From an optimization exercise on the open Yosys and OpenROAD flow, aimed at small area, a short achievable clock period and few clock cycles; shortcuts taken in it are not production practice.
Only simulation tests tie the RTL to the original design; equivalence was not proved.

Design strv2_vlc_enc, start of the top module:
module strv2_vlc_enc (
    input  wire        clk,
    input  wire        rst,             
    input  wire        start,
    input  wire [15:0] cfg_mbtotal,     
    input  wire        in_valid,
    output wire        in_ready,
    input  wire [15:0] in_data,
    output reg         out_valid,
    input  wire        out_ready,
    output wire [15:0] out_data,
    output reg         done,            
    output reg         fault,           
    output reg  [1:0]  err_code,        
    output wire [31:0] code_count,      
    output wire [15:0] hdr_count,       
    output reg  [5:0]  qscale           
);
clock: 10.0 ns
lec_check: 0
abc_area: 1
cap_margin: 20
core_margin: 2
core_utilization: 60
place_density: 0.75
setup_slack_margin: 5
slew_margin: 20
standard.sh (not shown) runs the stock make flow with config.mk's settings and CLKGATE_MAP_FILE= SYNTH_SCRIPT=/design/flow/synth_recipe.tcl, a recipe that flattens the netlist after the stock synthesis.
==> flow/flow/run.sh <==
#!/bin/bash
bash standard.sh SETUP_SLACK_MARGIN=7 finish > standard.log 2>&1
The first run passed the timing, design-rule and antenna checks.
Testbench counts at the start, summed over its fixed seeds: cycles 12,985.
Rerun with:
--- a/flow/design.v
+++ b/flow/design.v
@@ -218,20 +218,18 @@
     wire p_err = l_go && l_err;
     wire p_app = l_go && !l_err;
     wire d_go  = (st == S_RUN) && !zero_mb && a_v && (!l_v || l_go);
     wire         drain  = out_valid && out_ready;
     wire [21:0]  a_code = c_code & {22{p_app}};
     wire [W-1:0] ins    = {a_code, {(W-22){1'b0}}} >> fill[4:0];
     wire [W-1:0] merged = bb | ins;
     wire [5:0]   f_nd   = fill + (p_app ? {1'b0, c_len} : 6'd0);
     wire [5:0]   f_d    = (f_nd >= 6'd16) ? f_nd - 6'd16 : 6'd0;
-    wire mb_ld  = (st == S_IDLE) && (!done || start);
-    wire mb_dec = d_go && !dc_next && w_eod && (blk == 3'd5);
     reg [1:0] st_nx;
     always @(*) begin
         st_nx = st;
         case (st)
             S_IDLE: if (start) st_nx = S_RUN;
             S_RUN:  if (zero_mb || p_err) st_nx = S_FLT;
                     else if (p_app && l_fin) st_nx = l_cerr ? S_FLT : S_FIN;
             default: ;
         endcase
@@ -258,31 +256,28 @@
             l_eod   <= !dc_next && w_eod && !last_blk;
             l_fin   <= !dc_next && w_eod && last_blk;
             l_err   <= dc_next && (w_eod || bad_q);
             l_cerr  <= cnt_hi;
             l_prog  <= dc_next && w_eod;
             l_hit   <= lk_hit;
             l_tcode <= lk_code;
             l_tlen  <= lk_len;
         end
-        if (mb_ld)
-            mb_rem <= cfg_mbtotal;
-        else if (st == S_FIN)
-            mb_rem <= {5'd0, {1'b0, cnt[15:6]} + {10'd0, |cnt[5:0]}};
-        else
-            mb_rem <= mb_rem - {15'd0, mb_dec};
-        if (mb_ld) begin
+        if (st == S_IDLE && (!done || start)) begin
+            mb_rem  <= cfg_mbtotal;
             last_mb <= (cfg_mbtotal == 16'd1);
             zero_mb <= (cfg_mbtotal == 16'd0);
-        end else if (mb_dec) begin
+        end else if (st == S_FIN) begin
+            mb_rem  <= {5'd0, {1'b0, cnt[15:6]} + {10'd0, |cnt[5:0]}};
+        end else if (d_go && !dc_next && w_eod && (blk == 3'd5)) begin
+            mb_rem  <= mb_rem - 16'd1;
             last_mb <= (mb_rem == 16'd2);
         end
-        cnt <= (cnt & {16{!(fresh && d_go)}}) + {15'd0, d_go};
         bb <= (st == S_IDLE) ? {W{1'b0}} : drain ? {merged[W-17:0], 16'd0} : merged;
         if (rst) begin
             st        <= S_IDLE;
             rdy       <= 1'b1;
             a_v       <= 1'b0;
             l_v       <= 1'b0;
             fill      <= 6'd0;
             room      <= 1'b1;
             out_valid <= 1'b0;
@@ -318,18 +313,19 @@
                 err_code <= 2'd1;
         end
         if (st == S_IDLE) begin
             dc_next <= 1'b1;
             fresh   <= 1'b1;
             blk     <= 3'd0;
             cnt_hi  <= 1'b0;
         end else if (d_go) begin
             fresh <= 1'b0;
+            cnt   <= fresh ? 16'd1 : cnt + 16'd1;
             if (!fresh && (&cnt[15:6] || cnt == 16'hFFBF))
                 cnt_hi <= 1'b1;
             if (dc_next) begin
                 dc_next <= 1'b0;
                 qscale  <= w_run;
             end else if (w_eod) begin
                 dc_next <= 1'b1;
                 blk     <= (blk == 3'd5) ? 3'd0 : blk + 3'd1;
             end
Outcome:
- synthesized area increases by 4.2%
- non-clock buffer count decreases by 23
- worst hold slack is worse by 0.024 ns
- worst setup slack improved by 0.019 ns
- sequential share of layout area rises by 1.9 points
Testbench counts after the change, summed over its fixed seeds: cycles 12,985.

## what the ideal ports hide
The results above use ideal ports. As a check the final layouts listed here were re-extracted and re-timed, cells and wires unchanged. Step 1 assumes that a clkbuf_16 drives the clock port and a buf_2 every other input. Step 2 adds t to the input delays and takes it off the output delays; t is the mean of the earliest and latest rising clock arrival at the registers after step 1. Input paths then give back, and output paths get back, about the clock's delay inside the block. Three values: ideal, step 1, step 2; two values: the first two.
| run | shift t [ns] | slack for setup (ns) | worst setup path after step 2 | clock arrival spread, ns |
|---|---|---|---|---|
| the first run | 0.490 | 6.939 / 6.889 / 6.529 | input to register | 0.026 / 0.026 |
| the second run | 0.485 | 6.958 / 6.907 / 6.632 | input to register | 0.014 / 0.015 |
After both steps every run listed still meets setup and hold. The setup slack of the first run, which loses most, moves by -0.050 ns with the drivers and by -0.410 ns with both steps.
